Background: an optimization exercise with open tools, aiming at a short achievable clock period and few clock cycles. Do not read the settings as production practice.
At most, simulation tests tie the RTL to the original design; equivalence was not proved.
Only the layout flow was run in runs 3 to 7; the RTL was not checked for function there.
Power figures rest on the tool's default switching activity, not on a simulated workload.

$ cat design.v
module csc16_sel #(
    parameter W = 1
) (
    input  wire         s,
    input  wire [W-1:0] a,
    input  wire [W-1:0] b,
    output wire [W-1:0] y
);
    assign y = s ? a : b;
endmodule
module csc16 (
    input  wire        clk,
    input  wire        rst,
    input  wire        cmd_valid,
    output wire        cmd_ready,
    input  wire [39:0] cmd_word,
    output wire        rsp_valid,
    output wire [2:0]  rsp_status,
    output wire [31:0] rsp_res,
    output reg         str_valid,
    output reg  [7:0]  str_data,
    output wire        tx_valid,
    output wire [7:0]  tx_data,
    input  wire        tx_ok,
    input  wire        tx_fail,
    output wire        rx_req,
    input  wire        rx_valid,
    input  wire [7:0]  rx_data,
    input  wire        rx_timeout,
    input  wire        rx_err
);
    localparam [2:0] ST_OK       = 3'd0;
    localparam [2:0] ST_SHORT    = 3'd1;
    localparam [2:0] ST_MISMATCH = 3'd2;
    localparam [2:0] ST_TRANSP   = 3'd3;
    localparam [2:0] ST_ILLEGAL  = 3'd4;
    function [15:0] crc_step;
        input [15:0] s;
        input [7:0]  b;
        integer i;
        reg [15:0] t;
        begin
            t = s ^ {b, 8'h00};
            for (i = 0; i < 8; i = i + 1)
                if (t[15]) t = (t << 1) ^ 16'h1021;
                else       t = t << 1;
            crc_step = t;
        end
    endfunction
    reg [15:0] crc;
    reg        ir;       
    reg        rr;       
    reg        txm;      
    reg        rxm;      
    reg        last;     
    reg        tl;       
    reg        dl;       
    reg        feed;     
    reg        strm;     
    reg        ckm;      
    reg        s8;       
    reg        s16;      
    reg        hm;       
    reg        clrp;     
    reg        updp;     
    reg [2:0]  st;
    reg [31:0] R;        
    reg [31:0] sh;       
    reg [5:0]  cnt;      
    wire tdone = tl & tx_ok;
    wire ddone = dl & rx_valid;
    assign rsp_valid  = rr | tdone | ddone;
    assign cmd_ready  = ir | tdone | ddone;
    assign rsp_status = st;
    assign rsp_res    = {R[31:8], rxm ? rx_data : R[7:0]};
    assign tx_valid   = txm;
    assign rx_req     = rxm;
    assign tx_data    = sh[31:24];
    wire        take = cmd_valid & cmd_ready;
    wire [7:0]  op   = cmd_word[39:32];
    wire [31:0] imm  = cmd_word[31:0];
    wire        fd_rx  = rxm & feed & rx_valid;
    wire        fd_tx  = (txm & feed & tx_ok) | updp;
    wire [15:0] crc_a  = crc_step(crc, 8'h00);
    wire [15:0] crc_rx = crc_a ^ crc_step(16'h0000, rx_data);
    wire [15:0] crc_tx = crc_a ^ crc_step(16'h0000, sh[31:24]);
    wire [15:0] crc_e  = clrp ? 16'h0000 : fd_tx ? crc_tx : crc;
    wire [15:0] crc_nx;
    csc16_sel #(.W(16)) u_crc (.s(fd_rx), .a(crc_rx), .b(crc_e), .y(crc_nx));
    always @(posedge clk) begin
        if (rst)
            crc <= 16'h0000;
        else
            crc <= crc_nx;
    end
    always @(posedge clk) begin
        str_data  <= rx_data;
        if (rst)
            str_valid <= 1'b0;
        else
            str_valid <= rxm & strm & rx_valid & (rx_data != 8'h00);
    end
    reg        ir_c, rr_c, txm_c, rxm_c, last_c, tl_c, dl_c, feed_c, strm_c, ckm_c;
    reg        s8_c, s16_c, hm_c, clrp_c, updp_c;
    reg [2:0]  st_c;
    reg [31:0] R_c, sh_c;
    reg [5:0]  cnt_c;
    always @(*) begin
        ir_c   = ir;
        rr_c   = 1'b0;
        txm_c  = txm;
        rxm_c  = rxm;
        last_c = last;
        tl_c   = tl;
        dl_c   = dl;
        feed_c = feed;
        strm_c = strm;
        ckm_c  = ckm;
        s8_c   = s8;
        s16_c  = s16;
        hm_c   = hm;
        clrp_c = 1'b0;
        updp_c = 1'b0;
        st_c   = st;
        R_c    = R;
        sh_c   = sh;
        cnt_c  = cnt;
        if (txm) begin
            if (tx_fail) begin
                txm_c = 1'b0;
                tl_c  = 1'b0;
                ir_c  = 1'b1;
                rr_c  = 1'b1;
                st_c  = ST_TRANSP;
                R_c   = 32'd0;
            end else if (tx_ok) begin
                sh_c   = {sh[23:0], 8'd0};
                cnt_c  = cnt - 6'd1;
                last_c = (cnt == 6'd2);
                tl_c   = (cnt == 6'd2);
                if (last) begin
                    txm_c = 1'b0;
                    ir_c  = 1'b1;
                end
            end
        end
        if (rxm) begin
            if (rx_timeout | rx_err) begin
                rxm_c = 1'b0;
                dl_c  = 1'b0;
                s8_c  = 1'b0;
                ir_c  = 1'b1;
                rr_c  = 1'b1;
                st_c  = rx_timeout ? ST_SHORT : ST_TRANSP;
                R_c   = 32'd0;
            end else if (rx_valid) begin
                if (strm) begin
                    cnt_c = cnt + 6'd1;
                    if (rx_data == 8'h00) begin
                        rxm_c = 1'b0;
                        ir_c  = 1'b1;
                        rr_c  = 1'b1;
                        R_c   = {26'd0, cnt};
                    end else if (cnt == 6'd47) begin
                        rxm_c = 1'b0;
                        ir_c  = 1'b1;
                        rr_c  = 1'b1;
                        R_c   = {26'd0, cnt + 6'd1};
                    end
                end else if (ckm) begin
                    last_c = 1'b1;
                    if (!last) begin
                        hm_c       = (rx_data == crc[15:8]);
                        R_c[15:8]  = rx_data;
                    end else begin
                        rxm_c = 1'b0;
                        ir_c  = 1'b1;
                        rr_c  = 1'b1;
                        if (hm && rx_data == crc[7:0]) begin
                            R_c = {16'd0, R[15:8], rx_data};
                        end else begin
                            R_c  = 32'd0;
                            st_c = ST_MISMATCH;
                        end
                    end
                end else if (s8) begin
                    rxm_c = 1'b0;
                    s8_c  = 1'b0;
                    ir_c  = 1'b1;
                    rr_c  = 1'b1;
                    R_c   = {{24{rx_data[7]}}, rx_data};
                end else begin
                    cnt_c  = cnt - 6'd1;
                    last_c = (cnt == 6'd2);
                    dl_c   = (cnt == 6'd2);
                    R_c    = {s16 ? {16{rx_data[7]}} : R[23:8], rx_data, 8'd0};
                    if (last) begin
                        rxm_c = 1'b0;
                        dl_c  = 1'b0;
                        s8_c  = 1'b0;
                        ir_c  = 1'b1;
                    end
                end
            end
        end
    end
    reg        ir_n, rr_n, txm_n, rxm_n, last_n, tl_n, dl_n, feed_n, strm_n, ckm_n;
    reg        s8_n, s16_n, clrp_n, updp_n;
    reg [2:0]  st_n;
    reg [31:0] R_n, sh_n;
    reg [5:0]  cnt_n;
    always @(*) begin
        st_n   = ST_OK;
        R_n    = 32'd0;
        rr_n   = 1'b0;
        txm_n  = 1'b0;
        rxm_n  = 1'b0;
        tl_n   = 1'b0;
        dl_n   = 1'b0;
        s8_n   = 1'b0;
        s16_n  = 1'b0;
        strm_n = 1'b0;
        ckm_n  = 1'b0;
        feed_n = 1'b0;
        last_n = 1'b0;
        ir_n   = 1'b1;
        cnt_n  = 6'd0;
        clrp_n = 1'b0;
        updp_n = 1'b0;
        sh_n   = op[5]           ? {crc_nx, 16'd0}    :
                 (op[4] & op[1]) ? imm                :
                 (op[4] & op[0]) ? {imm[15:0], 16'd0} :
                                   {imm[7:0], 24'd0};
        case (op)
            8'h00: begin
                clrp_n = 1'b1;
                rr_n   = 1'b1;
            end
            8'h01: begin
                updp_n = 1'b1;
                rr_n   = 1'b1;
            end
            8'h02: begin
                R_n  = {16'd0, crc_nx};
                rr_n = 1'b1;
            end
            8'h10, 8'h11, 8'h12, 8'h14, 8'h15, 8'h16: begin
                txm_n  = 1'b1;
                ir_n   = 1'b0;
                feed_n = 1'b1;
                case (op[1:0])
                    2'd0: begin
                        cnt_n  = 6'd1;
                        last_n = 1'b1;
                        tl_n   = 1'b1;
                    end
                    2'd1:    cnt_n = 6'd2;
                    default: cnt_n = 6'd4;
                endcase
            end
            8'h30: begin
                txm_n = 1'b1;
                ir_n  = 1'b0;
                cnt_n = 6'd2;
            end
            8'h20, 8'h21, 8'h22, 8'h24, 8'h25, 8'h26: begin
                rxm_n  = 1'b1;
                ir_n   = 1'b0;
                feed_n = 1'b1;
                case (op[1:0])
                    2'd0: begin
                        cnt_n  = 6'd1;
                        last_n = 1'b1;
                        dl_n   = !op[2];
                        s8_n   = op[2];
                    end
                    2'd1: begin
                        cnt_n = 6'd2;
                        s16_n = op[2];
                    end
                    default: cnt_n = 6'd4;
                endcase
            end
            8'h28: begin
                rxm_n  = 1'b1;
                ir_n   = 1'b0;
                feed_n = 1'b1;
                strm_n = 1'b1;
            end
            8'h31: begin
                rxm_n = 1'b1;
                ir_n  = 1'b0;
                ckm_n = 1'b1;
                cnt_n = 6'd2;
            end
            default: begin
                st_n = ST_ILLEGAL;
                rr_n = 1'b1;
            end
        endcase
    end
    localparam NW = 19 + 3 + 32 + 32 + 6;
    wire [NW-1:0] nx;
    csc16_sel #(.W(NW)) u_take (
        .s (take),
        .a ({ir_n, rr_n, txm_n, rxm_n, last_n, tl_n, dl_n, feed_n, strm_n, ckm_n,
             s8_n, s16_n, hm,   clrp_n, updp_n, 4'b0000,
             st_n, R_n, sh_n, cnt_n}),
        .b ({ir_c, rr_c, txm_c, rxm_c, last_c, tl_c, dl_c, feed_c, strm_c, ckm_c,
             s8_c, s16_c, hm_c, clrp_c, updp_c, 4'b0000,
             st_c, R_c, sh_c, cnt_c}),
        .y (nx)
    );
    always @(posedge clk) begin
        {hm, st, R, sh, cnt} <= {nx[NW-13], nx[72:0]};
        {last, feed, strm, ckm, s16} <= {nx[NW-5], nx[NW-8], nx[NW-9], nx[NW-10],
                                        nx[NW-12]};
        if (rst) begin
            ir   <= 1'b1;
            rr   <= 1'b0;
            txm  <= 1'b0;
            rxm  <= 1'b0;
            tl   <= 1'b0;
            dl   <= 1'b0;
            s8   <= 1'b0;
            clrp <= 1'b0;
            updp <= 1'b0;
        end else begin
            {ir, rr, txm, rxm} <= nx[NW-1:NW-4];
            {tl, dl} <= nx[NW-6:NW-7];
            s8   <= nx[NW-11];
            clrp <= nx[NW-14];
            updp <= nx[NW-15];
        end
    end
endmodule
$ cat run.sh
#!/bin/bash
# synth_recipe.tcl (not shown) runs the flow's synth.tcl, then flattens the netlist and writes it again
# the make line also repeats each setting of config.mk as NAME=value (left out here)
make -C /OpenROAD-flow-scripts/flow DESIGN_CONFIG=/design/flow/config.mk WORK_HOME=/design/flow/orfs CLKGATE_MAP_FILE= SYNTH_SCRIPT=/design/flow/synth_recipe.tcl finish
$ cat config.mk
export PLATFORM = sky130hd
export DESIGN_NAME = csc16
export DESIGN_NICKNAME = csc16
export VERILOG_FILES = /design/flow/design.v
export SDC_FILE = /design/flow/constraint.sdc
export NUM_CORES = 4
export LEC_CHECK = 0
export ABC_CLOCK_PERIOD_IN_PS = 1500
export CAP_MARGIN = 20
export CORE_MARGIN = 2
export CORE_UTILIZATION = 35
export SETUP_SLACK_MARGIN = 3.0
export SLEW_MARGIN = 20
export SYNTH_HIERARCHICAL = 1
export SYNTH_MINIMUM_KEEP_SIZE = 0
export TNS_END_PERCENT = 100
$ cat constraint.sdc
create_clock -name core_clock -period 4.0 [get_ports {clk}]
set_input_delay 0.8000 -clock core_clock [delete_from_list [all_inputs] [get_ports {clk}]]
set_output_delay 0.8000 -clock core_clock [all_outputs]
set_load 0.01 [all_outputs]
==> flow_summary_export.csv, run 1 <==
group,metric,value,unit
worst_hold_path,hold_path.class,"input pin to flip-flop",
drt,ant_nets,0,
power_and_ir_drop,vdd_ir_drop_max,0.000204,V
logic_synthesis,syn_area,0.00838,sq mm
placed_design,portBuffers,111,
grt,grt_start_max_net_pins,27,
timing,hold_violations,0,
timing,relSlewSlack,0.409,
setup_path,crit_family,"simple AND/OR/NAND/NOR gates",
die,die_x,159,um
finish,final_cells,1525,
timing,worst_slew_pin_slew,887,ps
drt,drc,0,
timing,fin_setup_tns,0,ps
setup_path,cpMaxStageDelayCell,"or3b_4",
placed_design,dp_hpwl,17.9,mm
setup_path,critPathMaxFanout,8,
timing,finalCritPeriodShare,0.568,
finish,fin_area,0.0131,sq mm
clocking,htreeDepth,4,
finish,utilization,0.560,
grt,grt_usage,0.242,
drt,drt-pass1-iter-count,5,
clocking,clk_pin_slew,60,ps
placed_design,dpl_worst_slack,584,ps
finish,nNetsFinal,1252,
finish,syn2layout_area_growth,57.0,%
clocking,cts_sinks,113,
die,initial_core_util,0.357,
grt,antenna_found_initial,0,
setup_path,crit_buf_inv,1,
timing,fmax,440,MHz
timing,min_period,2270,ps
timing,rsz0062_at_grt,"true",
drt,num_vias,8147,
timing,finalSetupViolations,0,
placed_design,placed_cells,1341,
power_and_ir_drop,leakage,5.56,nW
setup_path,r2r_cells,8,
die,coreArea,0.0235,sq mm
worst_hold_path,min_path_cells,1,
drt,wl_per_cell,20.1,um
power_and_ir_drop,finalPower,3.94,mW
grt,grt_pass1_wl,46.2,mm
grt,grt_overflow_total,0,
clocking,hold_buffers,0,
setup_path,crit_required,4310,ps
logic_synthesis,yosysWarnings,7,
setup_path,worstSetupPathType,"flip-flop to flip-flop",
logic_synthesis,synthCells,982,
setup_path,endpoint_kind,"flip-flop",
placed_design,routabilityCongestion,0.899,
die,io_pins,112,
placed_design,placed_cell_area,0.00967,sq mm
status,status,"finished clean",
setup_path,cp.depth,8,
power_and_ir_drop,power_per_cell_area,300,mW/mm^2
drt,routed_wl,30.7,mm
grt,grt_pass1_vias,7868,
timing,layout_setup_ws,1730,ps
clocking,cts_made_buffers,17,
drt,via_per_inst,5.34,
logic_synthesis,synth_area_per_cell,8.53,sq um
clocking,tritoncts,"built",
clocking,cts_root_buffer,"clkbuf_16",
timing,holdWs,550,ps
setup_path,worstPathArrival,2580,ps
timing,finalMaxSlewViolations,0,
setup_path,crit_path_start_kind,"flip-flop",
flow_run,max_cap_violations,0,
die,die_h,159,um
clocking,cts_max_path_buffers,2,
setup_path,timing.critical_path.slowest_cell_delay,430,ps
timing,clock-skew-final,12.2,ps
die,design.die.area,0.0252,sq mm
setup_path,worstPathCellList,"ha_4 > nand3_4 > or3b_4 > a311oi_4 > buf_4 > nor2_4 > a22o_1 > mux2_4",
finish,n_antenna_cell,0,
finish,drive_above_1_share,0.512,
die,placementRows,56,
clocking,clk_latency,430,ps
drt,drtIter0Drc,722,
==> path summary, 6_finish.rpt <==
check / from / end / slack [ps]
max: cnt[0]$_DFF_P_ / R[30]$_DFF_P_ / 1730
min: rx_data[6] / str_data[6]$_DFF_P_ / 550
max reg2reg: cnt[0]$_DFF_P_ / R[30]$_DFF_P_ / 1730
min reg2reg: hm$_DFF_P_ / hm$_DFF_P_ / 560
==> repair_timing <==
item,4_1_cts,5_1_grt
resized for setup,596,124
pin swaps,58,43
hold endpoints to repair,0,0
setup endpoints to repair,169,161
buffers inserted,121,16
gates cloned,15,0
==> final cells by class <==
class / count / area, sq um
Fill cell: 1944 / 10300
Multi-Input combinational cell: 748 / 6650
Timing Repair Buffer: 276 / 2980
Sequential cell: 113 / 2410
Clock buffer: 18 / 439
Tap cell: 319 / 399
Inverter: 37 / 143
Clock inverter: 14 / 130
==> power by group <==
part	leakage, nW	internal (mW)	total (mW)	switching (mW)
logic	4.33	0.654	1.15	0.492
clock network	0.277	0.877	1.48	0.608
registers	0.953	1.21	1.31	0.104
==> registers in the layout (all words and copies together), names as in the netlist, 3 cells and up <==
register	cells
R	32
sh	32
crc	16
str_data	8
cnt	6
st	3
==> cells in the final DEF (no fill, tap or decap), types with 9 or more instances in the layout <==
master	instances
nand2_1	123
mux2_4	101
buf_4	99
buf_6	94
nor2_1	46
dfxtp_1	45
dfxtp_2	43
inv_1	35
o21ai_0	34
clkdlybuf4s50_1	32
and2_1	30
dfxtp_4	25
xnor2_1	24
conb_1	23
nor3_1	20
a21oi_1	19
a22o_1	18
clkbuf_16	17
buf_12	16
o22ai_1	15
nor2b_1	14
xnor2_4	13
nor2b_4	13
buf_2	13
a31oi_1	12
xnor2_2	11
nand3_1	10
mux2_2	10
nor2_4	9
a21oi_2	9
and2_4	9
o31ai_1	9
==> per-layer routing <==
metal | share of wire | wire length, um | global-route usage
met3 | 0.061 | 1880 | 0.0348
met4 | 0.023 | 699 | 0.0729
met2 | 0.49 | 14900 | 0.404
met1 | 0.43 | 13200 | 0.323
met5 | 0 | 0 | 0
Testbench counts, summed over its fixed seeds: cycles 19,498.
==> run 2: changes to the inputs <==
--- a/config.mk
+++ b/config.mk
@@ -8,7 +8,7 @@
 export ABC_CLOCK_PERIOD_IN_PS = 1500
 export CAP_MARGIN = 20
 export CORE_MARGIN = 2
-export CORE_UTILIZATION = 35
+export CORE_UTILIZATION = 40
 export SETUP_SLACK_MARGIN = 3.0
 export SLEW_MARGIN = 20
 export SYNTH_HIERARCHICAL = 1
==> flow_summary_export.csv, run 2 <==
group,metric,value,unit
finish,drive_above_1_share,0.534,
grt,grt_overflow_total,0,
finish,syn2layout_area_growth,54.7,%
setup_path,endpoint_kind,"output port",
timing,fin_setup_tns,0,ps
setup_path,worstSetupPathType,"flip-flop to output port",
placed_design,routabilityCongestion,0.871,
finish,layout_common_cells,"nand2_1, mux2_4, buf_4",
worst_hold_path,hold_path.class,"flip-flop to flip-flop",
grt,grt_pass1_wl,44.8,mm
setup_path,startpoint,"rxm$_SDFF_PP0_",
timing,hold_violations,0,
setup_path,worstPathArrival,1410,ps
setup_path,cp-endpoint,"rsp_res[3]",
die,placementRows,52,
drt,drt-pass1-iter-count,5,
setup_path,crit_path_start_kind,"flip-flop",
timing,min_period,2210,ps
power_and_ir_drop,leakage,5.53,nW
worst_hold_path,hold_start,"hm$_DFF_P_",
clocking,clk_pin_slew,60,ps
drt,drtIter0Drc,627,
clocking,cts_made_buffers,17,
power_and_ir_drop,power_per_cell_area,299,mW/mm^2
timing,holdWs,528,ps
setup_path,r2r_end,"R[29]$_DFF_P_",
die,io_pins,112,
grt,antenna_found_initial,0,
timing,finalMaxSlewViolations,0,
drt,via_per_inst,5.52,
die,die_x,149,um
setup_path,regToRegStartpoint,"last$_DFF_P_",
drt,routed_wl,30.4,mm
setup_path,r2r_slack,1820,ps
clocking,clk_latency,430,ps
setup_path,critPathMaxFanout,5,
clocking,cts_max_path_buffers,2,
die,initial_core_util,0.411,
finish,n_antenna_cell,0,
clocking,tritoncts,"built",
setup_path,crit_required,3200,ps
placed_design,dp_hpwl,17.6,mm
logic_synthesis,synthCells,982,
drt,ant_nets,0,
status,status,"finished clean",
timing,clock-skew-final,8.81,ps
grt,grt_start_max_net_pins,27,
clocking,cts_sinks,113,
die,coreArea,0.0204,sq mm
drt,wl_per_cell,20.7,um
drt,num_vias,8107,
grt,grt_pass1_vias,7780,
finish,layout_commonest_cell,"nand2_1",
clocking,htreeDepth,4,
timing,finalSetupViolations,0,
timing,finalCritPeriodShare,0.553,
placed_design,portBuffers,111,
grt,grt_usage,0.264,
logic_synthesis,yosysWarnings,7,
timing,rsz0062_at_grt,"true",
timing,fmax,452,MHz
finish,nNetsFinal,1246,
drt,drc,0,
flow_run,max_cap_violations,0,
logic_synthesis,synth_area_per_cell,8.53,sq um
clocking,cts_root_buffer,"clkbuf_16",
finish,fillers,1587,
setup_path,r2r_cells,7,
timing,worst_slew_pin_slew,961,ps
timing,relSlewSlack,0.358,
die,die_h,149,um
die,design.die.area,0.0221,sq mm
logic_synthesis,syn_area,0.00838,sq mm
power_and_ir_drop,vdd_ir_drop_max,0.000265,V
==> run 2: changes by cell type in the layout (fill, tap and decap cells not counted), sizes merged <==
cell,before,now
bufbuf,4,3
buf,237,227
clkinv,7,6
clkdlybuf4s15,1,2
and2,41,43
clkbuf,18,22
inv,40,37
==> run 2: per-stage QoR <==
step	utilization	instance area [sq um]	worst slack [ps]	cells	total power, mW
floorplan	-	9030	1510	1004	1.94
global placement	0.472	9610	622	1292	2.11
detailed placement	0.472	9610	556	1292	2.11
CTS	0.600	12200	1790	1455	3.75
global route	0.636	13000	1770	1468	4.02
finish	0.636	13000	1790	1468	3.87
==> run 2: area by class of cell <==
| type | instances | area [sq um] | area share |
|---|---|---|---|
| sequential | 113 | 2400 | 0.185 |
| inverter | 37 | 144 | 0.0111 |
| clock inverter | 10 | 90.1 | 0.00695 |
| tap | 270 | 338 | 0.0261 |
| multi-input combinational | 750 | 6690 | 0.516 |
| timing repair buffer | 268 | 2850 | 0.220 |
| clock buffer | 20 | 447 | 0.0345 |
==> run 2: routing by layer <==
layer  wire length (um)  part of all wire  global-route usage  up-vias
li1                   -                 -                   -     3796
met1              13200              0.43               0.353     3873
met2              14100              0.46               0.412      363
met3               2040             0.067              0.0558       75
met4               1130             0.037               0.112        0
met5                  0                 0                   0        -
==> run 2: how the worst min path moves through the flow <==
stage                           to  slack (ps)  depth (start not counted)
2_1_floorplan          ckm$_DFF_P_         480                          1
3_3_place_gp            hm$_DFF_P_         500                          1
3_5_place_dp            hm$_DFF_P_         510                          1
4_1_cts        str_data[4]$_DFF_P_         520                          1
5_1_grt        str_data[4]$_DFF_P_         520                          1
6_report                hm$_DFF_P_         530                          1
==> run 2: timing repair <==
item                                    4_1_cts  5_1_grt
endpoints found under the setup margin      169      161
resized for setup                           591      157
endpoints found under the hold margin         0        0
cloned                                       17        1
hold buffers                                  0        0
pin swaps                                    63       74
buffers inserted                            116       12
==> run 2: report_power, final <==
| group | switching, mW | leakage, nW | total, mW | internal, mW |
|---|---|---|---|---|
| clock | 0.571 | 0.257 | 1.43 | 0.858 |
| combinational | 0.496 | 4.32 | 1.13 | 0.637 |
| sequential | 0.101 | 0.951 | 1.31 | 1.21 |
==> run 2: worst max-delay path: stages (launching register included) <==
cell and delay (ps):
dfxtp_4 390, buf_6 160, mux2_4 310, buf_6 120
==> run 3: changes to the inputs <==
--- a/design.v
+++ b/design.v
@@ -72,7 +72,7 @@
     assign rsp_valid  = rr | tdone | ddone;
     assign cmd_ready  = ir | tdone | ddone;
     assign rsp_status = st;
-    assign rsp_res    = {R[31:8], rxm ? rx_data : R[7:0]};
+    assign rsp_res    = {R[31:8], R[7:0] | (rx_data & {8{rxm}})};
     assign tx_valid   = txm;
     assign rx_req     = rxm;
     assign tx_data    = sh[31:24];
==> flow_summary_export.csv, run 3 <==
group,metric,value,unit
status,status,"finished clean",
finish,drive_above_1_share,0.539,
drt,drt-pass1-iter-count,9,
timing,worst_slew_pin_slew,679,ps
setup_path,worstSetupPathType,"flip-flop to flip-flop",
clocking,hold_buffers,0,
finish,utilization,0.672,
finish,multi_input_area,0.00681,sq mm
setup_path,worstPathArrival,2640,ps
placed_design,portBuffers,111,
timing,rsz0062_at_grt,"true",
drt,wl_per_cell,20.7,um
setup_path,cpMaxStageDelayCell,"or3b_4",
timing,min_period,2330,ps
setup_path,worstPathCellList,"ha_4 > nand3_4 > or3b_4 > buf_4 > buf_12 > a21oi_4 > a41oi_2 > a32oi_1 > a21oi_1 > mux2_4",
die,placementRows,52,
die,design.die.area,0.0220,sq mm
timing,finalMaxSlewViolations,0,
clocking,clk_latency,430,ps
clocking,tritoncts,"built",
setup_path,crit_buf_inv,2,
setup_path,crit_path_start_kind,"flip-flop",
grt,antenna_found_initial,0,
logic_synthesis,synth_area_per_cell,8.14,sq um
flow_run,max_cap_violations,0,
die,io_pins,112,
power_and_ir_drop,power_per_cell_area,302,mW/mm^2
grt,grt_pass1_wl,46.0,mm
timing,fmax,429,MHz
drt,routed_wl,32.6,mm
timing,finalCritPeriodShare,0.583,
timing,relSlewSlack,0.547,
drt,ant_nets,0,
power_and_ir_drop,finalPower,4.12,mW
grt,grt_overflow_total,0,
clocking,htreeDepth,4,
die,die_h,148,um
drt,via_per_inst,5.57,
logic_synthesis,synthCells,1022,
finish,nNetsFinal,1352,
finish,layout_common_cells,"buf_4, nand2_1, buf_6",
clocking,cts_root_buffer,"clkbuf_16",
grt,grt_pass1_vias,8217,
power_and_ir_drop,leakage,5.86,nW
power_and_ir_drop,vdd_ir_drop_max,0.000300,V
placed_design,dp_hpwl,17.9,mm
drt,drtIter0Drc,850,
grt,grt_start_max_net_pins,33,
setup_path,endpoint_kind,"flip-flop",
finish,fillers,1499,
finish,syn2layout_area_growth,63.9,%
finish,n_antenna_cell,0,
finish,layout_commonest_cell,"buf_4",
clocking,clk_pin_slew,50,ps
setup_path,critPathMaxFanout,4,
timing,holdWs,537,ps
drt,drc,0,
clocking,cts_sinks,113,
logic_synthesis,syn_area,0.00832,sq mm
die,coreArea,0.0203,sq mm
timing,clock-skew-final,7.68,ps
setup_path,crit_family,"compound AO/OA/AOI/OAI gates",
timing,fin_setup_tns,0,ps
finish,seqCellArea,0.00239,sq mm
clocking,cts_max_path_buffers,2,
clocking,cts_made_buffers,17,
placed_design,routabilityCongestion,0.924,
setup_path,crit_required,4310,ps
die,initial_core_util,0.410,
drt,num_vias,8779,
logic_synthesis,yosysWarnings,7,
grt,grt_usage,0.270,
worst_hold_path,hold_path.class,"flip-flop to flip-flop",
setup_path,timing.critical_path.slowest_cell_delay,430,ps
die,die_x,148,um
timing,finalSetupViolations,0,
timing,hold_violations,0,
run 3: power by group:
| group | internal [mW] | switching [mW] |
|---|---|---|
| clock network | 1.01 | 0.595 |
| logic | 0.676 | 0.527 |
| registers | 1.21 | 0.0991 |
| total | 2.89 | 1.22 |
run 3: final cells by class:
class / instances / share of cell area
flip-flops and latches: 113 / 0.176
inverters: 25 / 0.00734
repair buffers: 333 / 0.248
well taps: 270 / 0.0248
clock buffers: 19 / 0.0332
multi-input cells: 803 / 0.499
clock inverters: 13 / 0.0117
run 3: worst paths after layout:
check                               startpoint           end  slack (ps)  cells past startpoint
worst max-delay path            cnt[0]$_DFF_P_  R[0]$_DFF_P_        1670                     10
worst min-delay path                hm$_DFF_P_    hm$_DFF_P_         540                      1
worst max register to register  cnt[0]$_DFF_P_  R[0]$_DFF_P_        1670                     10
worst min register to register      hm$_DFF_P_    hm$_DFF_P_         540                      1
run 3: what timing repair did:
action                                  CTS  global route
buffers inserted                        122            60
pin swaps                                82            94
resized for setup                       585           213
endpoints found under the setup margin  169           162
cloned                                    7             7
run 3: per-stage QoR:
stage | setup slack [ps] | cells | area [sq um]
after detailed placement | 484 | 1348 | 9580
after global placement | 534 | 1348 | 9580
final | 1670 | 1576 | 13600
after CTS | 1760 | 1509 | 12200
after global routing | 1620 | 1576 | 13600
after floorplan | 1540 | 1044 | 8840
run 3: metal layers:
layer | global-route usage | up-vias | share of wire
li1 | - | 4011 | -
met5 | 0 | - | 0
met3 | 0.0653 | 133 | 0.074
met1 | 0.342 | 4152 | 0.40
met2 | 0.429 | 483 | 0.47
met4 | 0.134 | 0 | 0.049
==> run 4: changes to the inputs <==
--- a/design.v
+++ b/design.v
@@ -8,6 +8,28 @@
 );
     assign y = s ? a : b;
 endmodule
+module csc16_dec (
+    input  wire [7:0] op,
+    output wire       clr,
+    output wire       upd,
+    output wire       val,
+    output wire       enc,
+    output wire       txck,
+    output wire       dec,
+    output wire       str,
+    output wire       rxck
+);
+    wire lo  = (op[7:6] == 2'b00);
+    wire wok = ~(op[1] & op[0]);    
+    assign clr  = lo & (op[5:0] == 6'h00);
+    assign upd  = lo & (op[5:0] == 6'h01);
+    assign val  = lo & (op[5:0] == 6'h02);
+    assign enc  = lo & (op[5:3] == 3'b010) & wok;
+    assign dec  = lo & (op[5:3] == 3'b100) & wok;
+    assign str  = lo & (op[5:0] == 6'h28);
+    assign txck = lo & (op[5:0] == 6'h30);
+    assign rxck = lo & (op[5:0] == 6'h31);
+endmodule
 module csc16 (
     input  wire        clk,
     input  wire        rst,
@@ -72,13 +94,18 @@
     assign rsp_valid  = rr | tdone | ddone;
     assign cmd_ready  = ir | tdone | ddone;
     assign rsp_status = st;
-    assign rsp_res    = {R[31:8], R[7:0] | (rx_data & {8{rxm}})};
+    assign rsp_res    = {R[31:8], rxm ? rx_data : R[7:0]};
     assign tx_valid   = txm;
     assign rx_req     = rxm;
     assign tx_data    = sh[31:24];
     wire        take = cmd_valid & cmd_ready;
     wire [7:0]  op   = cmd_word[39:32];
     wire [31:0] imm  = cmd_word[31:0];
+    wire is_clr, is_upd, is_val, is_enc, is_txck, is_dec, is_str, is_rxck;
+    csc16_dec u_dec (
+        .op(op), .clr(is_clr), .upd(is_upd), .val(is_val), .enc(is_enc),
+        .txck(is_txck), .dec(is_dec), .str(is_str), .rxck(is_rxck)
+    );
     wire        fd_rx  = rxm & feed & rx_valid;
     wire        fd_tx  = (txm & feed & tx_ok) | updp;
     wire [15:0] crc_a  = crc_step(crc, 8'h00);
@@ -231,20 +258,20 @@
                  (op[4] & op[1]) ? imm                :
                  (op[4] & op[0]) ? {imm[15:0], 16'd0} :
                                    {imm[7:0], 24'd0};
-        case (op)
-            8'h00: begin
+        case (1'b1)
+            is_clr: begin
                 clrp_n = 1'b1;
                 rr_n   = 1'b1;
             end
-            8'h01: begin
+            is_upd: begin
                 updp_n = 1'b1;
                 rr_n   = 1'b1;
             end
-            8'h02: begin
+            is_val: begin
                 R_n  = {16'd0, crc_nx};
                 rr_n = 1'b1;
             end
-            8'h10, 8'h11, 8'h12, 8'h14, 8'h15, 8'h16: begin
+            is_enc: begin
                 txm_n  = 1'b1;
                 ir_n   = 1'b0;
                 feed_n = 1'b1;
@@ -258,12 +285,12 @@
                     default: cnt_n = 6'd4;
                 endcase
             end
-            8'h30: begin
+            is_txck: begin
                 txm_n = 1'b1;
                 ir_n  = 1'b0;
                 cnt_n = 6'd2;
             end
-            8'h20, 8'h21, 8'h22, 8'h24, 8'h25, 8'h26: begin
+            is_dec: begin
                 rxm_n  = 1'b1;
                 ir_n   = 1'b0;
                 feed_n = 1'b1;
@@ -281,13 +308,13 @@
                     default: cnt_n = 6'd4;
                 endcase
             end
-            8'h28: begin
+            is_str: begin
                 rxm_n  = 1'b1;
                 ir_n   = 1'b0;
                 feed_n = 1'b1;
                 strm_n = 1'b1;
             end
-            8'h31: begin
+            is_rxck: begin
                 rxm_n = 1'b1;
                 ir_n  = 1'b0;
                 ckm_n = 1'b1;
--- a/config.mk
+++ b/config.mk
@@ -9,7 +9,7 @@
 export CAP_MARGIN = 20
 export CORE_MARGIN = 2
 export CORE_UTILIZATION = 40
-export SETUP_SLACK_MARGIN = 3.0
+export SETUP_SLACK_MARGIN = 5.0
 export SLEW_MARGIN = 20
 export SYNTH_HIERARCHICAL = 1
 export SYNTH_MINIMUM_KEEP_SIZE = 0
==> flow_summary_export.csv, run 4 <==
group,metric,value,unit
placed_design,routabilityCongestion,0.928,
setup_path,cpMaxStageDelayCell,"or4_4",
die,placementRows,53,
setup_path,r2r_end,"R[8]$_DFF_P_",
worst_hold_path,hold_path.class,"input pin to flip-flop",
die,design.die.area,0.0230,sq mm
die,die_h,152,um
setup_path,critPathMaxFanout,3,
worst_hold_path,min_path_cells,1,
finish,fin_area,0.0139,sq mm
setup_path,worstSetupPathType,"input pin to flip-flop",
grt,antenna_found_initial,0,
drt,ant_nets,0,
grt,grt_start_max_net_pins,40,
timing,fmax,419,MHz
drt,routed_wl,33.2,mm
logic_synthesis,syn_area,0.00871,sq mm
clocking,clk_latency,430,ps
logic_synthesis,synthCells,1003,
clocking,tritoncts,"built",
power_and_ir_drop,vdd_ir_drop_max,0.000315,V
power_and_ir_drop,power_frac_comb,0.276,
setup_path,r2r_slack,1660,ps
die,initial_core_util,0.411,
clocking,cts_root_buffer,"clkbuf_16",
timing,hold_violations,0,
grt,grt_pass1_vias,8384,
setup_path,crit_buf_inv,2,
timing,fin_setup_tns,0,ps
timing,finalMaxSlewViolations,0,
die,coreArea,0.0212,sq mm
worst_hold_path,hold_start,"rx_data[1]",
timing,worst_slew_pin_slew,679,ps
drt,via_per_inst,5.84,
finish,syn2layout_area_growth,59.2,%
timing,finalSetupViolations,0,
power_and_ir_drop,p_sw,1.17,mW
drt,drc,0,
finish,utilization,0.653,
grt,grt_usage,0.269,
worst_hold_path,whs_endpoint,"str_data[1]$_DFF_P_",
finish,layout_common_cells,"buf_6, buf_4, mux2_4",
drt,wl_per_cell,21.4,um
setup_path,crit_family,"simple AND/OR/NAND/NOR gates",
die,die_x,152,um
timing,rsz0062_at_grt,"true",
status,status,"finished clean",
finish,layout_commonest_cell,"buf_6",
setup_path,worstPathCellList,"buf_8 > or4_4 > buf_6 > o221ai_4 > nand3_2 > o21bai_1 > a211o_1 > mux2_4",
clocking,cts_sinks,113,
power_and_ir_drop,p_seq_frac,0.310,
setup_path,startpoint,"rx_data[6]",
drt,num_vias,9036,
finish,final_cells,1548,
power_and_ir_drop,power_per_cell_area,303,mW/mm^2
finish,nNetsFinal,1320,
power_and_ir_drop,leakage,5.95,nW
setup_path,r2r_cells,8,
timing,relSlewSlack,0.547,
placed_design,portBuffers,111,
placed_design,placed_cell_area,0.0101,sq mm
flow_run,max_cap_violations,0,
placed_design,dp_hpwl,19.3,mm
power_and_ir_drop,clkPwrFrac,0.414,
timing,finalCritPeriodShare,0.596,
setup_path,crit_required,4310,ps
timing,min_period,2390,ps
drt,drt-pass1-iter-count,6,
grt,grt_pass1_wl,47.1,mm
finish,n_antenna_cell,0,
power_and_ir_drop,finalPower,4.20,mW
power_and_ir_drop,p_sw_frac,0.279,
clocking,htreeDepth,4,
drt,drtIter0Drc,964,
setup_path,endpoint_kind,"flip-flop",
finish,drive_above_1_share,0.536,
setup_path,crit_path_start_kind,"input pin",
finish,multi_input_area,0.00694,sq mm
grt,grt_overflow_total,0,
clocking,cts_made_buffers,17,
logic_synthesis,synth_area_per_cell,8.69,sq um
placed_design,placed_cells,1337,
finish,fillers,1649,
clocking,cts_max_path_buffers,2,
setup_path,regToRegStartpoint,"cnt[1]$_DFF_P_",
setup_path,timing.critical_path.slowest_cell_delay,570,ps
timing,clock-skew-final,9.07,ps
setup_path,worstPathArrival,2700,ps
die,io_pins,112,
clocking,clk_pin_slew,50,ps
power_and_ir_drop,p_int,3.03,mW
logic_synthesis,yosysWarnings,7,
finish,seqCellArea,0.00238,sq mm
-- run 4: stage by stage --
stage                     hold slack (ps)  setup slack (ps)
after floorplan                       476              1350
after detailed placement              506               627
after CTS                             480              1680
after global routing                  480              1580
final                                 487              1610
after global placement                500               624
-- run 4: per-layer routing --
| layer | wire, um | GRT usage |
|---|---|---|
| met5 | 0 | 0 |
| met1 | 13700 | 0.355 |
| met3 | 2970 | 0.0584 |
| met4 | 1290 | 0.105 |
| met2 | 15200 | 0.429 |
-- run 4: timing repair --
action / 4_1_cts / 5_1_grt
setup buffers: 130 / 40
gates cloned: 8 / 2
pin swaps: 82 / 56
resized for setup: 609 / 137
hold buffers: 0 / 0
endpoints found under the hold margin: 0 / 0
setup endpoints to repair: 169 / 169
-- run 4: power groups by stage --
stage          clock, mW  sequential, mW  combinational [mW]
2_1_floorplan          0            1.28               0.640
3_3_place_gp           0            1.32               0.786
3_5_place_dp           0            1.32               0.793
4_1_cts             1.74            1.29                1.03
5_1_grt             1.80            1.31                1.22
6_report            1.74            1.30                1.16
-- run 4: worst max-delay path by stage --
stage | depth (start not counted) | to
4_1_cts | 10 | sh[21]$_DFF_P_
3_5_place_dp | 7 | R[6]$_DFF_P_
2_1_floorplan | 7 | R[6]$_DFF_P_
3_3_place_gp | 9 | sh[22]$_DFF_P_
5_1_grt | 8 | R[14]$_DFF_P_
6_report | 8 | R[14]$_DFF_P_
-- run 4: area by class of cell --
cell class                      count  area share
Clock buffer                       22      0.0349
Inverter                           35     0.00947
Tap cell                          275      0.0248
Sequential cell                   113       0.171
Timing Repair Buffer              319       0.246
Clock inverter                      9      0.0128
Multi-Input combinational cell    775       0.501
==> run 5: changes to the inputs <==
--- a/design.v
+++ b/design.v
@@ -80,6 +80,7 @@
     reg        feed;     
     reg        strm;     
     reg        ckm;      
+    reg        rsel;     
     reg        s8;       
     reg        s16;      
     reg        hm;       
@@ -94,7 +95,7 @@
     assign rsp_valid  = rr | tdone | ddone;
     assign cmd_ready  = ir | tdone | ddone;
     assign rsp_status = st;
-    assign rsp_res    = {R[31:8], rxm ? rx_data : R[7:0]};
+    assign rsp_res    = {R[31:8], rsel ? rx_data : R[7:0]};
     assign tx_valid   = txm;
     assign rx_req     = rxm;
     assign tx_data    = sh[31:24];
@@ -233,6 +234,7 @@
     end
     reg        ir_n, rr_n, txm_n, rxm_n, last_n, tl_n, dl_n, feed_n, strm_n, ckm_n;
     reg        s8_n, s16_n, clrp_n, updp_n;
+    wire       rsel_n = is_dec & ~(op[2] & (op[1:0] == 2'd0));
     reg [2:0]  st_n;
     reg [31:0] R_n, sh_n;
     reg [5:0]  cnt_n;
@@ -331,10 +333,10 @@
     csc16_sel #(.W(NW)) u_take (
         .s (take),
         .a ({ir_n, rr_n, txm_n, rxm_n, last_n, tl_n, dl_n, feed_n, strm_n, ckm_n,
-             s8_n, s16_n, hm,   clrp_n, updp_n, 4'b0000,
+             s8_n, s16_n, hm,   clrp_n, updp_n, rsel_n, 3'b000,
              st_n, R_n, sh_n, cnt_n}),
         .b ({ir_c, rr_c, txm_c, rxm_c, last_c, tl_c, dl_c, feed_c, strm_c, ckm_c,
-             s8_c, s16_c, hm_c, clrp_c, updp_c, 4'b0000,
+             s8_c, s16_c, hm_c, clrp_c, updp_c, rxm_c & rsel, 3'b000,
              st_c, R_c, sh_c, cnt_c}),
         .y (nx)
     );
@@ -352,12 +354,14 @@
             s8   <= 1'b0;
             clrp <= 1'b0;
             updp <= 1'b0;
+            rsel <= 1'b0;
         end else begin
             {ir, rr, txm, rxm} <= nx[NW-1:NW-4];
             {tl, dl} <= nx[NW-6:NW-7];
             s8   <= nx[NW-11];
             clrp <= nx[NW-14];
             updp <= nx[NW-15];
+            rsel <= nx[NW-16];
         end
     end
 endmodule
==> flow_summary_export.csv, run 5 <==
group,metric,value,unit
status,status,"finished clean",
logic_synthesis,yosysWarnings,7,
grt,grt_use_met3,0.0580,
drt,drtIter0Drc,941,
timing,rsz0062_at_grt,"true",
setup_path,regToRegStartpoint,"crc[4]$_SDFF_PP0_",
timing,clock-skew-final,13.4,ps
clocking,clk_latency,430,ps
timing,hold_violations,0,
die,die_x,152,um
drt,ant_nets,0,
timing,fmax,385,MHz
timing,min_period,2590,ps
worst_hold_path,hold_start,"rx_data[6]",
grt,grt_use_met1,0.362,
finish,layout_common_cells,"nand2_1, buf_4, buf_6",
power_and_ir_drop,leakage,6.11,nW
drt,wl_per_cell,22.1,um
timing,worst_slew_pin_slew,1010,ps
worst_hold_path,hold_path.class,"input pin to flip-flop",
finish,n_antenna_cell,0,
clocking,cts_made_buffers,17,
logic_synthesis,synth_area_per_cell,8.38,sq um
logic_synthesis,synthCells,1048,
finish,nNetsFinal,1364,
clocking,cts_max_path_buffers,2,
setup_path,endpoint_kind,"flip-flop",
power_and_ir_drop,vdd_ir_drop_max,0.000280,V
logic_synthesis,syn_area,0.00878,sq mm
timing,layout_setup_ws,1410,ps
setup_path,worstPathArrival,2960,ps
flow_run,max_cap_violations,0,
drt,num_vias,9473,
drt,drc,0,
setup_path,startpoint,"rx_data[4]",
timing,fin_setup_tns,0,ps
die,initial_core_util,0.405,
placed_design,placed_cell_area,0.0102,sq mm
clocking,clk_pin_slew,60,ps
setup_path,critPathMaxFanout,4,
placed_design,routabilityCongestion,0.915,
die,coreArea,0.0217,sq mm
grt,gr-max-usage-layer,"met2",
clocking,cts_root_buffer,"clkbuf_16",
finish,fin_area,0.0141,sq mm
finish,layout_commonest_cell,"nand2_1",
placed_design,portBuffers,111,
grt,use_met2,0.444,
die,die_h,152,um
finish,syn2layout_area_growth,60.7,%
timing,relSlewSlack,0.324,
power_and_ir_drop,power_per_cell_area,303,mW/mm^2
clocking,hold_buffers,0,
grt,grt_pass1_vias,8936,
grt,grt_start_max_net_pins,40,
clocking,htreeDepth,4,
clocking,tritoncts,"built",
drt,drt-pass1-iter-count,6,
drt,routed_wl,35.4,mm
timing,finalSetupViolations,0,
clocking,cts_sinks,114,
grt,grt_usage,0.276,
grt,grt_overflow_total,0,
die,design.die.area,0.0232,sq mm
placed_design,dp_hpwl,19.6,mm
grt,antenna_found_initial,1,
setup_path,crit_path_start_kind,"input pin",
timing,holdWs,485,ps
die,io_pins,112,
placed_design,dpl_worst_slack,504,ps
timing,finalMaxSlewViolations,0,
drt,via_per_inst,5.93,
setup_path,worstSetupPathType,"input pin to flip-flop",
grt,grt_pass1_wl,51.0,mm
timing,finalCritPeriodShare,0.649,
die,placementRows,54,
setup_path,crit_required,4370,ps
finish,drive_above_1_share,0.518,
[run 5: critical path, cell delays in order]
cell	delay [ps]
buf_8	100
buf_8	130
xnor2_2	150
nand4_1	400
buf_4	290
buf_4	130
o311ai_1	450
a32oi_1	180
a21oi_1	160
mux2_4	160
[run 5: repair_timing]
action	in CTS	in global routing
gates resized for setup	593	167
setup buffers	128	41
cloned	13	0
pin swaps	64	59
endpoints found under the hold margin	0	0
setup endpoints to repair	170	170
[run 5: report_power, final]
| part | switching (mW) | internal, mW |
|---|---|---|
| Sequential | 0.100 | 1.22 |
| Clock | 0.624 | 1.00 |
| Combinational | 0.586 | 0.739 |
[run 5: cell type report]
cell class	instances	area, sq um
sequential	114	2410
timing repair buffer	320	3370
tap	280	350
fill	1652	7580
clock inverter	14	178
clock buffer	18	439
inverter	27	104
multi-input combinational	825	7260
[run 5: routing by layer]
metal | wire, um | vias up
met5 | 12 | -
met4 | 1770 | 2
li1 | - | 4206
met3 | 3060 | 145
met1 | 14200 | 4531
met2 | 16300 | 589
[run 5: final timing paths]
check	to	slack (ps)	cells past startpoint
setup / recovery	R[1]$_DFF_P_	1410	10
hold reg to reg	hm$_DFF_P_	540	1
hold / removal	str_data[6]$_DFF_P_	490	1
setup reg to reg	R[1]$_DFF_P_	1420	8
[run 5: stage by stage]
step	total power, mW	std cells	util
3_3_place_gp	2.10	1384	0.470
3_5_place_dp	2.11	1384	0.470
5_1_grt	4.41	1598	0.651
2_1_floorplan	1.93	1070	-
4_1_cts	3.98	1557	0.600
6_report	4.27	1598	0.651
==> run 6: changes to the inputs <==
--- a/config.mk
+++ b/config.mk
@@ -9,7 +9,7 @@
 export CAP_MARGIN = 20
 export CORE_MARGIN = 2
 export CORE_UTILIZATION = 40
-export SETUP_SLACK_MARGIN = 5.0
+export SETUP_SLACK_MARGIN = 2.5
 export SLEW_MARGIN = 20
 export SYNTH_HIERARCHICAL = 1
 export SYNTH_MINIMUM_KEEP_SIZE = 0
==> flow_summary_export.csv, run 6 <==
group,metric,value,unit
finish,drive_above_1_share,0.504,
clocking,htreeDepth,4,
finish,nNetsFinal,1352,
clocking,clk_latency,430,ps
drt,drtIter0Drc,1010,
clocking,cts_made_buffers,17,
flow_run,max_cap_violations,0,
timing,finalSetupViolations,0,
setup_path,worstPathArrival,2840,ps
grt,grt_usage,0.266,
clocking,clk_pin_slew,60,ps
power_and_ir_drop,p_sw_frac,0.298,
finish,layout_common_cells,"nand2_1, buf_4, mux2_4, buf_6, dfxtp_1",
drt,wl_met1,13.8,mm
power_and_ir_drop,leakage,5.97,nW
power_and_ir_drop,finalPower,4.13,mW
clocking,cts_root_buffer,"clkbuf_16",
die,design.die.area,0.0232,sq mm
power_and_ir_drop,p_sw,1.23,mW
grt,grt_start_max_net_pins,40,
timing,relSlewSlack,0.321,
timing,clock-skew-final,13.2,ps
placed_design,portBuffers,111,
power_and_ir_drop,clkPwrFrac,0.391,
setup_path,crit_path_start_kind,"input pin",
finish,layout_commonest_cell,"nand2_1",
drt,wl_met3,2.44,mm
drt,ant_nets,0,
setup_path,crit_required,4380,ps
clocking,cts_sinks,114,
setup_path,critPathMaxFanout,8,
grt,antenna_found_initial,0,
grt,grt_pass1_vias,8879,
die,io_pins,112,
placed_design,routabilityCongestion,0.898,
worst_hold_path,hold_path.class,"input pin to flip-flop",
finish,syn2layout_area_growth,58.4,%
die,die_x,152,um
drt,wl_per_cell,21.2,um
grt,grt_overflow_total,0,
logic_synthesis,syn_area,0.00878,sq mm
placed_design,dp_hpwl,19.3,mm
timing,rsz0062_at_grt,"true",
finish,n_antenna_cell,0,
power_and_ir_drop,power_per_cell_area,297,mW/mm^2
status,status,"finished clean",
setup_path,endpoint_kind,"flip-flop",
grt,grt_pass1_wl,49.6,mm
logic_synthesis,synthCells,1048,
logic_synthesis,synth_area_per_cell,8.38,sq um
setup_path,worstSetupPathType,"input pin to flip-flop",
timing,finalCritPeriodShare,0.616,
drt,wl_met2,16.1,mm
clocking,tritoncts,"built",
power_and_ir_drop,p_int,2.90,mW
power_and_ir_drop,vdd_ir_drop_max,0.000289,V
drt,top_layer_used,"met4",
drt,num_vias,9200,
timing,worst_slew_pin_slew,1020,ps
drt,routed_wl,33.6,mm
die,initial_core_util,0.405,
power_and_ir_drop,p_seq_frac,0.318,
timing,fin_setup_tns,0,ps
clocking,cts_max_path_buffers,2,
clocking,hold_buffers,0,
power_and_ir_drop,power_frac_comb,0.291,
timing,min_period,2460,ps
timing,finalMaxSlewViolations,0,
die,placementRows,54,
drt,drt-pass1-iter-count,8,
die,coreArea,0.0217,sq mm
timing,hold_violations,0,
drt,via_per_inst,5.80,
logic_synthesis,yosysWarnings,7,
die,die_h,152,um
timing,fmax,406,MHz
drt,drc,0,
finish,fillers,1677,
## run 6: path summary, 6_finish.rpt
| check | from | end | slack [ps] | depth (start not counted) |
|---|---|---|---|---|
| min reg2reg | hm$_DFF_P_ | hm$_DFF_P_ | 550 | 1 |
| max | rx_data[7] | R[0]$_DFF_P_ | 1540 | 11 |
| max reg2reg | crc[4]$_SDFF_PP0_ | R[0]$_DFF_P_ | 1650 | 8 |
| min | rx_data[2] | str_data[2]$_DFF_P_ | 490 | 1 |
## run 6: through the flow
stage / setup WS, ps / hold slack [ps] / std cells / cell area (sq um) / util
after floorplan: 1260 / 474 / 1070 / 9320 / -
after global placement: 607 / 496 / 1383 / 10100 / 0.467
after detailed placement: 579 / 506 / 1383 / 10100 / 0.467
after CTS: 1660 / 491 / 1550 / 13000 / 0.598
after global routing: 1580 / 484 / 1586 / 13900 / 0.641
final: 1540 / 492 / 1586 / 13900 / 0.641
## run 6: worst max-delay path, stage by stage
cell	delay (ps)
buf_6	100
buf_6	120
buf_6	130
xnor2_2	140
nand4_1	150
buf_6	170
nor3_1	280
buf_4	250
a211oi_2	110
nor4_2	370
mux2_4	210
## run 6: final cells by class
| type | instances | area (sq um) | share of cell area |
|---|---|---|---|
| Clock inverter | 11 | 151 | 0.0109 |
| Tap cell | 280 | 350 | 0.0252 |
| Inverter | 27 | 101 | 0.00729 |
| Clock buffer | 21 | 460 | 0.0331 |
| Timing Repair Buffer | 307 | 3270 | 0.235 |
| Sequential cell | 114 | 2400 | 0.173 |
| Multi-Input combinational cell | 826 | 7160 | 0.515 |
## run 6: power by group through the flow
| stage | clock network [mW] | registers [mW] | logic, mW |
|---|---|---|---|
| after detailed placement | 0 | 1.31 | 0.790 |
| after floorplan | 0 | 1.28 | 0.614 |
| final | 1.61 | 1.31 | 1.20 |
| after CTS | 1.62 | 1.30 | 1.03 |
| after global routing | 1.67 | 1.32 | 1.26 |
| after global placement | 0 | 1.31 | 0.783 |
## run 6: timing repair
| action | 4_1_cts | 5_1_grt |
|---|---|---|
| setup endpoints to repair | 162 | 162 |
| gates cloned | 11 | 4 |
| gates resized for setup | 641 | 141 |
| buffers inserted | 124 | 32 |
| pin swaps | 73 | 47 |
## run 6: layer usage
metal | up-vias | GRT usage
met2 | 466 | 0.436
met4 | 0 | 0.105
li1 | 4183 | -
met5 | - | 0
met1 | 4453 | 0.355
met3 | 98 | 0.0395
==> run 7: changes to the inputs <==
--- a/design.v
+++ b/design.v
@@ -8,6 +8,16 @@
 );
     assign y = s ? a : b;
 endmodule
+module csc16_ans (
+    input  wire r,
+    input  wire t,
+    input  wire tx_ok,
+    input  wire d,
+    input  wire rx_valid,
+    output wire y
+);
+    assign y = r | (t & tx_ok) | (d & rx_valid);
+endmodule
 module csc16_dec (
     input  wire [7:0] op,
     output wire       clr,
@@ -92,14 +102,14 @@
     reg [5:0]  cnt;      
     wire tdone = tl & tx_ok;
     wire ddone = dl & rx_valid;
-    assign rsp_valid  = rr | tdone | ddone;
-    assign cmd_ready  = ir | tdone | ddone;
+    csc16_ans u_rsp (.r(rr), .t(tl), .tx_ok(tx_ok), .d(dl), .rx_valid(rx_valid), .y(rsp_valid));
+    csc16_ans u_rdy (.r(ir), .t(tl), .tx_ok(tx_ok), .d(dl), .rx_valid(rx_valid), .y(cmd_ready));
     assign rsp_status = st;
     assign rsp_res    = {R[31:8], rsel ? rx_data : R[7:0]};
     assign tx_valid   = txm;
     assign rx_req     = rxm;
     assign tx_data    = sh[31:24];
-    wire        take = cmd_valid & cmd_ready;
+    wire        take = cmd_valid & (ir | tdone | ddone);
     wire [7:0]  op   = cmd_word[39:32];
     wire [31:0] imm  = cmd_word[31:0];
     wire is_clr, is_upd, is_val, is_enc, is_txck, is_dec, is_str, is_rxck;
--- a/config.mk
+++ b/config.mk
@@ -9,7 +9,7 @@
 export CAP_MARGIN = 20
 export CORE_MARGIN = 2
 export CORE_UTILIZATION = 40
-export SETUP_SLACK_MARGIN = 2.5
+export SETUP_SLACK_MARGIN = 5.0
 export SLEW_MARGIN = 20
 export SYNTH_HIERARCHICAL = 1
 export SYNTH_MINIMUM_KEEP_SIZE = 0
==> flow_summary_export.csv, run 7 <==
group,metric,value,unit
status,status,"finished clean",
timing,worst_slew_pin_slew,792,ps
grt,antenna_found_initial,0,
timing,relSlewSlack,0.470,
die,io_pins,112,
drt,ant_nets,0,
logic_synthesis,syn_area,0.00869,sq mm
setup_path,r2r_end,"R[3]$_DFF_P_",
placed_design,dp_hpwl,19.2,mm
power_and_ir_drop,leakage,5.95,nW
die,initial_core_util,0.411,
drt,via_per_inst,5.68,
drt,drc,0,
clocking,clk_latency,430,ps
clocking,hold_buffers,0,
drt,drtIter0Drc,905,
timing,min_period,2320,ps
setup_path,regToRegStartpoint,"last$_DFF_P_",
clocking,cts_sinks,114,
power_and_ir_drop,p_seq_frac,0.304,
placed_design,routabilityCongestion,0.898,
setup_path,endpoint_kind,"flip-flop",
grt,grt_pass1_vias,8294,
grt,grt_pass1_wl,47.2,mm
flow_run,max_cap_violations,0,
timing,fin_setup_tns,0,ps
die,coreArea,0.0212,sq mm
power_and_ir_drop,finalPower,4.32,mW
setup_path,critPathMaxFanout,5,
setup_path,startpoint,"rx_data[7]",
timing,finalSetupViolations,0,
timing,rsz0062_at_grt,"true",
setup_path,worstPathArrival,2640,ps
timing,finalCritPeriodShare,0.579,
timing,fmax,432,MHz
setup_path,crit_required,4320,ps
finish,syn2layout_area_growth,59.8,%
drt,drt-pass1-iter-count,5,
clocking,cts_root_buffer,"clkbuf_16",
setup_path,worstSetupPathType,"input pin to flip-flop",
setup_path,crit_path_start_kind,"input pin",
clocking,clk_pin_slew,60,ps
power_and_ir_drop,vdd_ir_drop_max,0.000249,V
finish,n_antenna_cell,0,
timing,finalMaxSlewViolations,0,
finish,drive_above_1_share,0.507,
grt,grt_start_max_net_pins,40,
grt,grt_usage,0.270,
clocking,cts_max_path_buffers,2,
die,placementRows,53,
power_and_ir_drop,p_int,3.09,mW
placed_design,portBuffers,111,
setup_path,r2r_cells,6,
grt,grt_overflow_total,0,
die,die_x,151,um
logic_synthesis,synthCells,1033,
worst_hold_path,hold_path.class,"input pin to flip-flop",
timing,clock-skew-final,8.63,ps
timing,hold_violations,0,
placed_design,dpl_worst_slack,538,ps
finish,layout_common_cells,"nand2_1, mux2_4, buf_6",
die,design.die.area,0.0229,sq mm
setup_path,r2r_slack,1750,ps
clocking,htreeDepth,4,
power_and_ir_drop,p_sw,1.23,mW
clocking,cts_made_buffers,17,
logic_synthesis,yosysWarnings,7,
timing,layout_setup_ws,1680,ps
die,die_h,151,um
power_and_ir_drop,power_frac_comb,0.294,
logic_synthesis,synth_area_per_cell,8.42,sq um
finish,nNetsFinal,1329,
power_and_ir_drop,power_per_cell_area,311,mW/mm^2
power_and_ir_drop,p_sw_frac,0.284,
drt,routed_wl,32.5,mm
clocking,tritoncts,"built",
power_and_ir_drop,clkPwrFrac,0.402,
setup_path,cp-endpoint,"R[3]$_DFF_P_",
drt,wl_per_cell,20.8,um
finish,layout_commonest_cell,"nand2_1",
drt,num_vias,8847,
## run 7: through the flow
step           area (sq um)   util  hold WS [ps]  std cells
4_1_cts               13100  0.618           482       1520
3_5_place_dp          10200  0.481           513       1358
2_1_floorplan          9510      -           458       1055
5_1_grt               13900  0.657           484       1558
3_3_place_gp          10200  0.481           512       1358
6_report              13900  0.657           493       1558
## run 7: worst min-delay path by stage
stage	start	endpoint	slack (ps)	depth (start not counted)
5_1_grt	rx_data[3]	str_data[3]$_DFF_P_	480	1
3_5_place_dp	hm$_DFF_P_	hm$_DFF_P_	510	1
4_1_cts	rx_data[3]	str_data[3]$_DFF_P_	480	1
6_report	rx_data[3]	str_data[3]$_DFF_P_	490	1
3_3_place_gp	hm$_DFF_P_	hm$_DFF_P_	510	1
2_1_floorplan	strm$_DFF_P_	strm$_DFF_P_	460	1
## run 7: worst max-delay path, stage by stage
cell	delay, ps
buf_12	110
buf_6	120
buf_8	130
xnor2_2	130
nand3_2	150
nor4_1	100
a2111oi_0	600
o32ai_2	190
mux2_4	290
## run 7: power by group through the flow
stage	registers (mW)	clock network, mW	logic (mW)
finish	1.31	1.74	1.27
floorplan	1.30	0	0.653
global placement	1.32	0	0.799
global route	1.32	1.80	1.34
detailed placement	1.33	0	0.805
CTS	1.31	1.75	1.09
## run 7: what timing repair did
item | in CTS | in global routing
resized for setup | 653 | 111
cloned | 15 | 0
pin swaps | 68 | 47
setup buffers | 115 | 38
setup endpoints to repair | 170 | 170
## run 7: layout make-up
class,count,area [sq um]
fillers,1577,7260
multi-input cells,811,7010
repair buffers,298,3350
flip-flops and latches,114,2420
clock buffers,20,457
well taps,275,344
clock inverters,12,204
inverters,28,105
## run 7: metal layers
| metal | routed length [um] | GRT usage | vias up |
|---|---|---|---|
| li1 | - | - | 4069 |
| met5 | 0 | 0 | - |
| met1 | 13500 | 0.350 | 4222 |
| met4 | 1250 | 0.111 | 0 |
| met2 | 15400 | 0.444 | 449 |
| met3 | 2360 | 0.0458 | 107 |

re-timing with driven ports:
How much do the figures lean on ideal ports? The routed layouts below were timed once more, with nothing changed but the port constraints.
Step 1 (the two cells are an assumption about what drives the block):
set clk [get_ports {clk}]
set_driving_cell -lib_cell sky130_fd_sc_hd__clkbuf_16 $clk
set_driving_cell -lib_cell sky130_fd_sc_hd__buf_2 [delete_from_list [all_inputs] $clk]
Step 2 also shifts input and output timing later by t, the mid clock arrival at the registers, as if the neighbouring blocks saw the same clock.
Three values: ideal ports, drivers, drivers and shift; two values: the first two.
run	t (ns)	slack for setup (ns)	worst slew at a driven data input, ns
run 1	0.469	1.726 / 1.682 / 1.331	0.06
run 2	0.467	1.789 / 1.744 / 1.354	0.06
run 3	0.469	1.670 / 1.639 / 1.274	0.07
run 4	0.473	1.614 / 1.605 / 1.148	0.06
run 5	0.473	1.405 / 1.413 / 0.940	0.07
run 6	0.472	1.537 / 1.546 / 1.074	0.07
run 7	0.473	1.684 / 1.685 / 1.212	0.16
After both steps every run listed still meets setup and hold. For run 7, which loses most, drivers alone change the setup slack by +0.001 ns; drivers and shift together by -0.472 ns.
